This is an optimization exercise on Yosys and OpenROAD, whose aim is small area, a short achievable clock period and few clock cycles per item, not a production implementation.
RTL that was checked went through simulation tests only; none was proved equivalent to the original.

==> inputs of trial 57 <==
==> flow/design.v <==
module sm3_compress (
    input  wire         clk,
    input  wire         rst,         
    input  wire         wvalid_i,    
    input  wire [31:0]  wdata_i,
    input  wire         wfinal_i,    
    output wire         wtake_o,     
    output wire         wopen_o,     
    output reg          done_o,      
    output wire [255:0] digest_o     
);
    localparam [255:0] IV = {32'h7380166F, 32'h4914B2B9, 32'h172442D7, 32'hDA8A0600,
                             32'hA96F30BC, 32'h163138AA, 32'hE38DEE4D, 32'hB0FB0E4E};
    localparam [31:0]  T0 = 32'h79CC4519;
    localparam [31:0]  T1 = 32'h7A879D8A;
    localparam [1:0] S_PRE   = 2'd0;     
    localparam [1:0] S_ROUND = 2'd1;
    localparam [1:0] S_FIN   = 2'd2;     
    function [31:0] rotl;
        input [31:0] x;
        input [4:0]  n;
        begin
            rotl = (x << n) | (x >> (6'd32 - {1'b0, n}));
        end
    endfunction
    function [31:0] p0;
        input [31:0] x;
        begin
            p0 = x ^ {x[22:0], x[31:23]} ^ {x[14:0], x[31:15]};
        end
    endfunction
    function [31:0] p1;
        input [31:0] x;
        begin
            p1 = x ^ {x[16:0], x[31:17]} ^ {x[8:0], x[31:9]};
        end
    endfunction
    function [31:0] add32;
        input [31:0] x;
        input [31:0] y;
        reg   [31:0] g, p, gn, pn;
        integer      i, d;
        begin
            g = x & y;
            p = x ^ y;
            for (d = 1; d < 32; d = d * 2) begin
                for (i = 0; i < 32; i = i + 1) begin
                    if (i >= d) begin
                        gn[i] = g[i] | (p[i] & g[i - d]);
                        pn[i] = p[i] & p[i - d];
                    end else begin
                        gn[i] = g[i];
                        pn[i] = p[i];
                    end
                end
                g = gn;
                p = pn;
            end
            add32 = (x ^ y) ^ {g[30:0], 1'b0};
        end
    endfunction
    reg [1:0]   state_q;
    reg [5:0]   round_q;
    reg [2:0]   npre_q;                  
    reg         first_q;                 
    reg         cur_final_q;             
    reg [255:0] v_q;                     
    reg [31:0]  a_q, b_q, c_q, d_q, e_q, f_q, g_q, h_q;
    reg [31:0]  k_q;                     
    reg         early_q;                 
    reg [511:0] w_q;                     
    wire in_round = (state_q == S_ROUND);
    wire in_pre   = (state_q == S_PRE);
    wire in_fin   = (state_q == S_FIN);
    wire need_in  = in_round & (round_q < 6'd11);
    wire opt_in   = (in_round & (round_q == 6'd63)) | in_fin | in_pre;
    wire take     = wvalid_i & (need_in | opt_in);
    wire gen      = in_round & (round_q >= 6'd11) & (round_q < 6'd63);
    wire shift    = take | gen;
    wire go       = in_round & (~need_in | wvalid_i);
    wire start    = in_pre & (npre_q == 3'd4) & wvalid_i;
    assign wtake_o = take;
    assign wopen_o = rst | ~in_round | ~go | (round_q < 6'd10) | (round_q >= 6'd62);
    wire [31:0] w0  = w_q[511:480];
    wire [31:0] w3  = w_q[415:384];
    wire [31:0] w7  = w_q[287:256];
    wire [31:0] w10 = w_q[191:160];
    wire [31:0] w11 = w_q[159:128];      
    wire [31:0] w13 = w_q[95:64];
    wire [31:0] w15 = w_q[31:0];         
    wire [31:0] w_gen = p1(w0 ^ w7 ^ {w13[16:0], w13[31:17]})
                        ^ {w3[24:0], w3[31:25]} ^ w10;
    wire [31:0] w_in  = gen ? w_gen : wdata_i;
    wire        early = early_q;
    wire [31:0] a_r12 = {a_q[19:0], a_q[31:20]};
    wire [31:0] ss_t  = a_r12 + e_q + k_q;
    wire [31:0] ss1   = {ss_t[24:0], ss_t[31:25]};
    wire [31:0] ss2   = ss1 ^ a_r12;
    wire [31:0] ff    = early ? (a_q ^ b_q ^ c_q)
                              : ((a_q & b_q) | (a_q & c_q) | (b_q & c_q));
    wire [31:0] gg    = early ? (e_q ^ f_q ^ g_q)
                              : ((e_q & f_q) | (~e_q & g_q));
    wire [31:0] ffdw  = ff + d_q + (w11 ^ w15);      
    wire [31:0] gghw  = gg + h_q + w11;              
    wire [31:0] tt1   = add32(ffdw, ss2);
    wire [31:0] tt2   = add32(gghw, ss1);
    wire [255:0] v_new = v_q ^ {a_q, b_q, c_q, d_q, e_q, f_q, g_q, h_q};
    assign digest_o = v_q;
    always @(posedge clk) begin
        if (shift)
            w_q <= {w_q[479:0], w_in};
        if (start) begin
            k_q     <= T0;
            early_q <= 1'b1;
        end else if (go) begin
            k_q     <= (round_q == 6'd15) ? rotl(T1, 5'd16) : {k_q[30:0], k_q[31]};
            if (round_q == 6'd15)
                early_q <= 1'b0;
        end
        if (go) begin
            a_q <= tt1;
            b_q <= a_q;
            c_q <= {b_q[22:0], b_q[31:23]};
            d_q <= c_q;
            e_q <= p0(tt2);
            f_q <= e_q;
            g_q <= {f_q[12:0], f_q[31:13]};
            h_q <= g_q;
        end else if (in_pre) begin
            {a_q, b_q, c_q, d_q, e_q, f_q, g_q, h_q} <= v_q;
        end
        if (in_fin)
            v_q <= v_new;
        else if (in_pre & first_q & ~done_o)
            v_q <= IV;
        if (rst) begin
            state_q     <= S_PRE;
            npre_q      <= 3'd0;
            first_q     <= 1'b1;
            cur_final_q <= 1'b0;
            done_o      <= 1'b0;
            round_q     <= 6'd0;
        end else begin
            done_o <= in_fin & cur_final_q;
            case (state_q)
                S_PRE: begin
                    if (start) begin
                        npre_q      <= 3'd0;
                        round_q     <= 6'd0;
                        cur_final_q <= 1'b0;
                        first_q     <= 1'b0;
                        state_q     <= S_ROUND;
                    end else if (take) begin
                        npre_q <= npre_q + 3'd1;
                    end
                end
                S_ROUND: begin
                    if (take & wfinal_i & need_in)
                        cur_final_q <= 1'b1;
                    if (take & ~need_in)
                        npre_q <= npre_q + 3'd1;
                    if (go) begin
                        round_q <= round_q + 6'd1;
                        if (round_q == 6'd63)
                            state_q <= S_FIN;
                    end
                end
                S_FIN: begin
                    if (take)
                        npre_q <= npre_q + 3'd1;
                    first_q <= cur_final_q;
                    state_q <= S_PRE;
                end
                default: state_q <= S_PRE;
            endcase
        end
    end
endmodule
module sm3_stream (
    input  wire         clk,
    input  wire         rst,          
    input  wire         in_valid,
    output reg          in_ready,
    input  wire [31:0]  in_data,      
    input  wire         in_last,
    input  wire [2:0]   in_nbytes,    
    output wire         out_valid,
    output wire [255:0] digest_o
);
    reg         pad_q;        
    reg         need80_q;     
    reg         lenblk_q;     
    reg [3:0]   slot_q;       
    reg [58:0]  words_q;      
    reg [1:0]   resid_q;      
    reg         clr_q;        
    wire        core_take;
    wire        core_open;
    wire [63:0] len_bits = {words_q, resid_q, 3'b000};
    wire        words_inc;      
    wire        nb4 = in_nbytes[2];     
    assign      words_inc = ~in_last | nb4;
    reg  [31:0] last_word;
    always @(*) begin
        case (in_nbytes[1:0])
            2'd0: last_word = 32'h80000000;
            2'd1: last_word = {in_data[31:24], 24'h800000};
            2'd2: last_word = {in_data[31:16], 16'h8000};
            default: last_word = {in_data[31:8], 8'h80};
        endcase
        if (nb4)
            last_word = in_data;
    end
    wire [31:0] pad_word = need80_q ? 32'h80000000 :
                           (lenblk_q & (slot_q == 4'd14)) ? len_bits[63:32] :
                           (lenblk_q & (slot_q == 4'd15)) ? len_bits[31:0] : 32'd0;
    wire        f_valid = pad_q | in_valid;
    wire [31:0] f_data  = pad_q ? pad_word : (in_last ? last_word : in_data);
    wire        f_final = pad_q & lenblk_q & (slot_q == 4'd15);
    wire        pad_n      = core_take ? (pad_q ? ~f_final : in_last) : pad_q;
    sm3_compress u_cf (
        .clk      (clk),
        .rst      (rst),
        .wvalid_i (f_valid),
        .wdata_i  (f_data),
        .wfinal_i (f_final),
        .wtake_o  (core_take),
        .wopen_o  (core_open),
        .done_o   (out_valid),
        .digest_o (digest_o)
    );
    always @(posedge clk) begin
        in_ready <= rst | (~pad_n & core_open);
        if (rst) begin
            pad_q      <= 1'b0;
            need80_q   <= 1'b0;
            lenblk_q   <= 1'b0;
            slot_q     <= 4'd0;
            clr_q      <= 1'b1;
        end else begin
            if (core_take) begin
                slot_q <= slot_q + 4'd1;
                if (!pad_q) begin
                    if (clr_q | words_inc)
                        words_q <= clr_q ? {58'd0, words_inc} : words_q + 59'd1;
                    clr_q   <= 1'b0;
                    if (in_last) begin
                        pad_q    <= 1'b1;
                        need80_q <= nb4;
                        resid_q  <= nb4 ? 2'd0 : in_nbytes[1:0];
                    end
                end else begin
                    need80_q <= 1'b0;
                    if (f_final) begin
                        pad_q <= 1'b0;
                        clr_q <= 1'b1;
                    end
                end
                if (slot_q == 4'd15)
                    lenblk_q <= pad_q ? ~lenblk_q : (in_last & ~nb4);
                else if (pad_q ? need80_q : (in_last & ~nb4))
                    lenblk_q <= (slot_q < 4'd14);
            end
        end
    end
endmodule
==> flow/flow/run.sh <==
#!/bin/bash
# Layout flow: the standard ORFS flow, with four changes.
#  1. Synthesis is ORFS's synthesis script (as synth_recipe.tcl runs it) except
#     that ABC maps the logic with the delay-oriented script flow/abc_delay.script
#     and adders are left to ABC (no full-adder cell mapping, ADDER_MAP_FILE empty).
#     Registers are mapped before ABC, so they are the standard synthesis's.
#  2. The timing repair passes aim for extra setup slack (SETUP_SLACK_MARGIN),
#     working on the worst 5% of the endpoints below it (TNS_END_PERCENT).
#  3. The port buffers are buf_2 cells instead of the default (a delay cell).
#  4. Clock tree synthesis adds no dummy loads and clusters up to 22 sinks per leaf buffer.
# The clock, constraints and every other step are the standard flow's.
set -euo pipefail
W=$(pwd)
SCR=${FLOW_HOME:-/OpenROAD-flow-scripts/flow}/scripts
sed "s#log_cmd abc {\*}\$abc_args#log_cmd abc {*}[lreplace \$abc_args 1 1 $W/flow/abc_delay.script]#" \
    "$SCR/synth.tcl" > "$W/synth_delay.tcl"
grep -q "abc_delay.script" "$W/synth_delay.tcl"
sed "s#\$::env(SCRIPTS_DIR)/synth.tcl#$W/synth_delay.tcl#" "$W/synth_recipe.tcl" > "$W/synth_recipe_delay.tcl"
grep -q "synth_delay.tcl" "$W/synth_recipe_delay.tcl"
bash standard.sh synth SYNTH_SCRIPT="$W/synth_recipe_delay.tcl" ADDER_MAP_FILE= > synth_make.log 2>&1
bash standard.sh finish SETUP_SLACK_MARGIN=14.5 TNS_END_PERCENT=0 \
    "BUFFER_PORTS_ARGS=-buffer_cell sky130_fd_sc_hd__buf_2" \
    "CTS_ARGS=-sink_clustering_enable -repair_clock_nets -dont_use_dummy_load -sink_clustering_size 22 -sink_clustering_max_diameter 100" \
    > layout_make.log 2>&1
==> flow/flow/abc_delay.script <==
strash
dch
map -D 3500
==> flow/standard.sh <==
#!/bin/bash
# synth_recipe.tcl (not shown) runs the flow's synth.tcl, then flattens the netlist and writes it again
# the make line also repeats each setting of config.mk as NAME=value (left out here)
make -C /OpenROAD-flow-scripts/flow DESIGN_CONFIG=/design/flow/config.mk WORK_HOME=/design/flow/orfs CLKGATE_MAP_FILE= SYNTH_SCRIPT=/design/flow/synth_recipe.tcl "${@:-finish}"
==> flow/config.mk <==
export PLATFORM = sky130hd
export DESIGN_NAME = sm3_stream
export DESIGN_NICKNAME = sm3_stream
export VERILOG_FILES = /design/flow/design.v
export SDC_FILE = /design/flow/constraint.sdc
export NUM_CORES = 4
export LEC_CHECK = 0
export CAP_MARGIN = 20
export CORE_MARGIN = 2
export CORE_UTILIZATION = 40
export PLACE_DENSITY = 0.6
export SLEW_MARGIN = 20
==> flow/constraint.sdc <==
create_clock -name core_clock -period 20.0 [get_ports {clk}]
set_input_delay 4.0000 -clock core_clock [delete_from_list [all_inputs] [get_ports {clk}]]
set_output_delay 4.0000 -clock core_clock [all_outputs]
set_load 0.01 [all_outputs]
==> trial 28 (differences from trial 57) <==
--- a/flow/design.v
+++ b/flow/design.v
@@ -63,6 +63,7 @@
     reg [5:0]   round_q;
     reg [2:0]   npre_q;                  
     reg         first_q;                 
+    reg         cur_first_q;             
     reg         cur_final_q;             
     reg [255:0] v_q;                     
     reg [31:0]  a_q, b_q, c_q, d_q, e_q, f_q, g_q, h_q;
@@ -104,7 +105,7 @@
     wire [31:0] gghw  = gg + h_q + w11;              
     wire [31:0] tt1   = add32(ffdw, ss2);
     wire [31:0] tt2   = add32(gghw, ss1);
-    wire [255:0] v_new = v_q ^ {a_q, b_q, c_q, d_q, e_q, f_q, g_q, h_q};
+    wire [255:0] v_new = (cur_first_q ? IV : v_q) ^ {a_q, b_q, c_q, d_q, e_q, f_q, g_q, h_q};
     assign digest_o = v_q;
     always @(posedge clk) begin
         if (shift)
@@ -126,17 +127,18 @@
             f_q <= e_q;
             g_q <= {f_q[12:0], f_q[31:13]};
             h_q <= g_q;
-        end else if (in_pre) begin
-            {a_q, b_q, c_q, d_q, e_q, f_q, g_q, h_q} <= v_q;
+        end else if (in_fin) begin
+            {a_q, b_q, c_q, d_q, e_q, f_q, g_q, h_q} <= v_new;
+        end else if (in_pre & first_q) begin
+            {a_q, b_q, c_q, d_q, e_q, f_q, g_q, h_q} <= IV;
         end
         if (in_fin)
             v_q <= v_new;
-        else if (in_pre & first_q & ~done_o)
-            v_q <= IV;
         if (rst) begin
             state_q     <= S_PRE;
             npre_q      <= 3'd0;
             first_q     <= 1'b1;
+            cur_first_q <= 1'b1;
             cur_final_q <= 1'b0;
             done_o      <= 1'b0;
             round_q     <= 6'd0;
@@ -147,6 +149,7 @@
                     if (start) begin
                         npre_q      <= 3'd0;
                         round_q     <= 6'd0;
+                        cur_first_q <= first_q;
                         cur_final_q <= 1'b0;
                         first_q     <= 1'b0;
                         state_q     <= S_ROUND;
@@ -187,6 +190,10 @@
     output wire         out_valid,
     output wire [255:0] digest_o
 );
+    reg         ib_valid_q;
+    reg [31:0]  ib_data_q;
+    reg         ib_last_q;
+    reg [2:0]   ib_nb_q;
     reg         pad_q;        
     reg         need80_q;     
     reg         lenblk_q;     
@@ -197,27 +204,27 @@
     wire        core_take;
     wire        core_open;
     wire [63:0] len_bits = {words_q, resid_q, 3'b000};
-    wire        words_inc;      
-    wire        nb4 = in_nbytes[2];     
-    assign      words_inc = ~in_last | nb4;
+    wire        nb4 = ib_nb_q[2];     
     reg  [31:0] last_word;
     always @(*) begin
-        case (in_nbytes[1:0])
+        case (ib_nb_q[1:0])
             2'd0: last_word = 32'h80000000;
-            2'd1: last_word = {in_data[31:24], 24'h800000};
-            2'd2: last_word = {in_data[31:16], 16'h8000};
-            default: last_word = {in_data[31:8], 8'h80};
+            2'd1: last_word = {ib_data_q[31:24], 24'h800000};
+            2'd2: last_word = {ib_data_q[31:16], 16'h8000};
+            default: last_word = {ib_data_q[31:8], 8'h80};
         endcase
         if (nb4)
-            last_word = in_data;
+            last_word = ib_data_q;
     end
     wire [31:0] pad_word = need80_q ? 32'h80000000 :
                            (lenblk_q & (slot_q == 4'd14)) ? len_bits[63:32] :
                            (lenblk_q & (slot_q == 4'd15)) ? len_bits[31:0] : 32'd0;
-    wire        f_valid = pad_q | in_valid;
-    wire [31:0] f_data  = pad_q ? pad_word : (in_last ? last_word : in_data);
+    wire        f_valid = pad_q | ib_valid_q;
+    wire [31:0] f_data  = pad_q ? pad_word : (ib_last_q ? last_word : ib_data_q);
     wire        f_final = pad_q & lenblk_q & (slot_q == 4'd15);
-    wire        pad_n      = core_take ? (pad_q ? ~f_final : in_last) : pad_q;
+    wire        ib_take = core_take & ~pad_q;
+    wire        ib_valid_n = (in_valid & in_ready) | (ib_valid_q & ~ib_take);
+    wire        pad_n      = core_take ? (pad_q ? ~f_final : ib_last_q) : pad_q;
     sm3_compress u_cf (
         .clk      (clk),
         .rst      (rst),
@@ -230,24 +237,33 @@
         .digest_o (digest_o)
     );
     always @(posedge clk) begin
-        in_ready <= rst | (~pad_n & core_open);
+        if (in_valid & in_ready) begin
+            ib_data_q <= in_data;
+            ib_last_q <= in_last;
+            ib_nb_q   <= in_nbytes;
+        end
+        in_ready <= rst | ~ib_valid_n | (~pad_n & core_open);
         if (rst) begin
+            ib_valid_q <= 1'b0;
             pad_q      <= 1'b0;
             need80_q   <= 1'b0;
             lenblk_q   <= 1'b0;
             slot_q     <= 4'd0;
             clr_q      <= 1'b1;
         end else begin
+            if (in_valid & in_ready)
+                ib_valid_q <= 1'b1;
+            else if (ib_take)
+                ib_valid_q <= 1'b0;
             if (core_take) begin
                 slot_q <= slot_q + 4'd1;
                 if (!pad_q) begin
-                    if (clr_q | words_inc)
-                        words_q <= clr_q ? {58'd0, words_inc} : words_q + 59'd1;
+                    words_q <= (clr_q ? 59'd0 : words_q) + {58'd0, ~ib_last_q | nb4};
                     clr_q   <= 1'b0;
-                    if (in_last) begin
+                    if (ib_last_q) begin
                         pad_q    <= 1'b1;
                         need80_q <= nb4;
-                        resid_q  <= nb4 ? 2'd0 : in_nbytes[1:0];
+                        resid_q  <= nb4 ? 2'd0 : ib_nb_q[1:0];
                     end
                 end else begin
                     need80_q <= 1'b0;
@@ -257,8 +273,8 @@
                     end
                 end
                 if (slot_q == 4'd15)
-                    lenblk_q <= pad_q ? ~lenblk_q : (in_last & ~nb4);
-                else if (pad_q ? need80_q : (in_last & ~nb4))
+                    lenblk_q <= pad_q ? ~lenblk_q : (ib_last_q & ~nb4);
+                else if (pad_q ? need80_q : (ib_last_q & ~nb4))
                     lenblk_q <= (slot_q < 4'd14);
             end
         end
==> flow/flow/run.sh (replaced) <==
#!/bin/bash
# Layout flow: the standard ORFS flow, with three changes.
#  1. Synthesis is ORFS's synthesis script (as synth_recipe.tcl runs it) except
#     that ABC maps the logic with the delay-oriented script flow/abc_delay.script.
#     Registers are mapped before ABC, so they are the standard synthesis's.
#  2. The timing repair passes aim for extra setup slack (SETUP_SLACK_MARGIN).
#  3. The port buffers are buf_2 cells instead of the default (a delay cell).
# The clock, constraints and every other step are the standard flow's.
set -euo pipefail
W=$(pwd)
SCR=${FLOW_HOME:-/OpenROAD-flow-scripts/flow}/scripts
sed "s#log_cmd abc {\*}\$abc_args#log_cmd abc {*}[lreplace \$abc_args 1 1 $W/flow/abc_delay.script]#" \
    "$SCR/synth.tcl" > "$W/synth_delay.tcl"
grep -q "abc_delay.script" "$W/synth_delay.tcl"
sed "s#\$::env(SCRIPTS_DIR)/synth.tcl#$W/synth_delay.tcl#" "$W/synth_recipe.tcl" > "$W/synth_recipe_delay.tcl"
grep -q "synth_delay.tcl" "$W/synth_recipe_delay.tcl"
bash standard.sh synth SYNTH_SCRIPT="$W/synth_recipe_delay.tcl" > synth_make.log 2>&1
bash standard.sh finish SETUP_SLACK_MARGIN=14 \
    "BUFFER_PORTS_ARGS=-buffer_cell sky130_fd_sc_hd__buf_2" > layout_make.log 2>&1
==> flow/flow/abc_delay.script (replaced) <==
strash
dch -f
map -D 1500
buffer -c
topo
stime -c
upsize -c
dnsize -c
==> qor summary <==
	trial 57	trial 28
Status	finished clean	finished clean
Share of post-route cells with drive strength above 1	17.90%	15.33%
Tap cells	1,917	2,016
Met1 routed wirelength after detailed routing	89,840 µm	91,270 µm
Final HPWL from detailed placement	146,300 µm	154,100 µm
Adder-cell share of the synthesized area	0.05117%	7.633%
Syn Inst Count	5,972	5,325
Critical register-to-register path startpoint	u_cf.early_q	u_cf.e_q[1]
Inverter count	720	640
Met3 track demand over resource in global routing	2.700%	4.383%
PnR worst setup slack	14.43 ns	13.95 ns
Vias in the first global route	41,250	40,100
Area share of the largest cell type after synthesis	55.52%	55.50%
Endpoint arrival time on the critical path	5.98 ns	6.58 ns
Largest incremental delay on the critical path	0.38 ns	0.54 ns
Testbench counts of trial 57, summed over its fixed seeds: cycles 58,300, bytes 42,033.
Function not checked in trial 28: the RTL went through the layout flow alone.

## re-timing with driven ports
How much do the figures lean on ideal ports? The routed layouts below were timed once more, with nothing changed but the port constraints. Step 1 sets driving cells, clkbuf_16 on the clock port and buf_2 on the other inputs (assumed; they add their load-dependent delay and slew). Step 2 times the ports against the registers' clock, not the clock port: input delays grow and output delays shrink by t, the midpoint of the rising clock arrivals with the driver on. Three values: no drivers, after step 1, after step 2; two values: the first two.
run | t, ns | setup slack, ns | hold slack, ns | worst slew at a driven data input, ns
trial 57 | 0.738 | 14.432 / 14.432 / 13.784 | 0.356 / 0.356 / 0.356 | 0.05
trial 28 | 0.841 | 13.954 / 13.954 / 13.954 | 0.403 / 0.403 / 0.403 | 0.03
After both steps every run listed still meets setup and hold. The setup slack of trial 57, which loses most, moves by 0.000 ns with the drivers and by -0.648 ns with both steps.
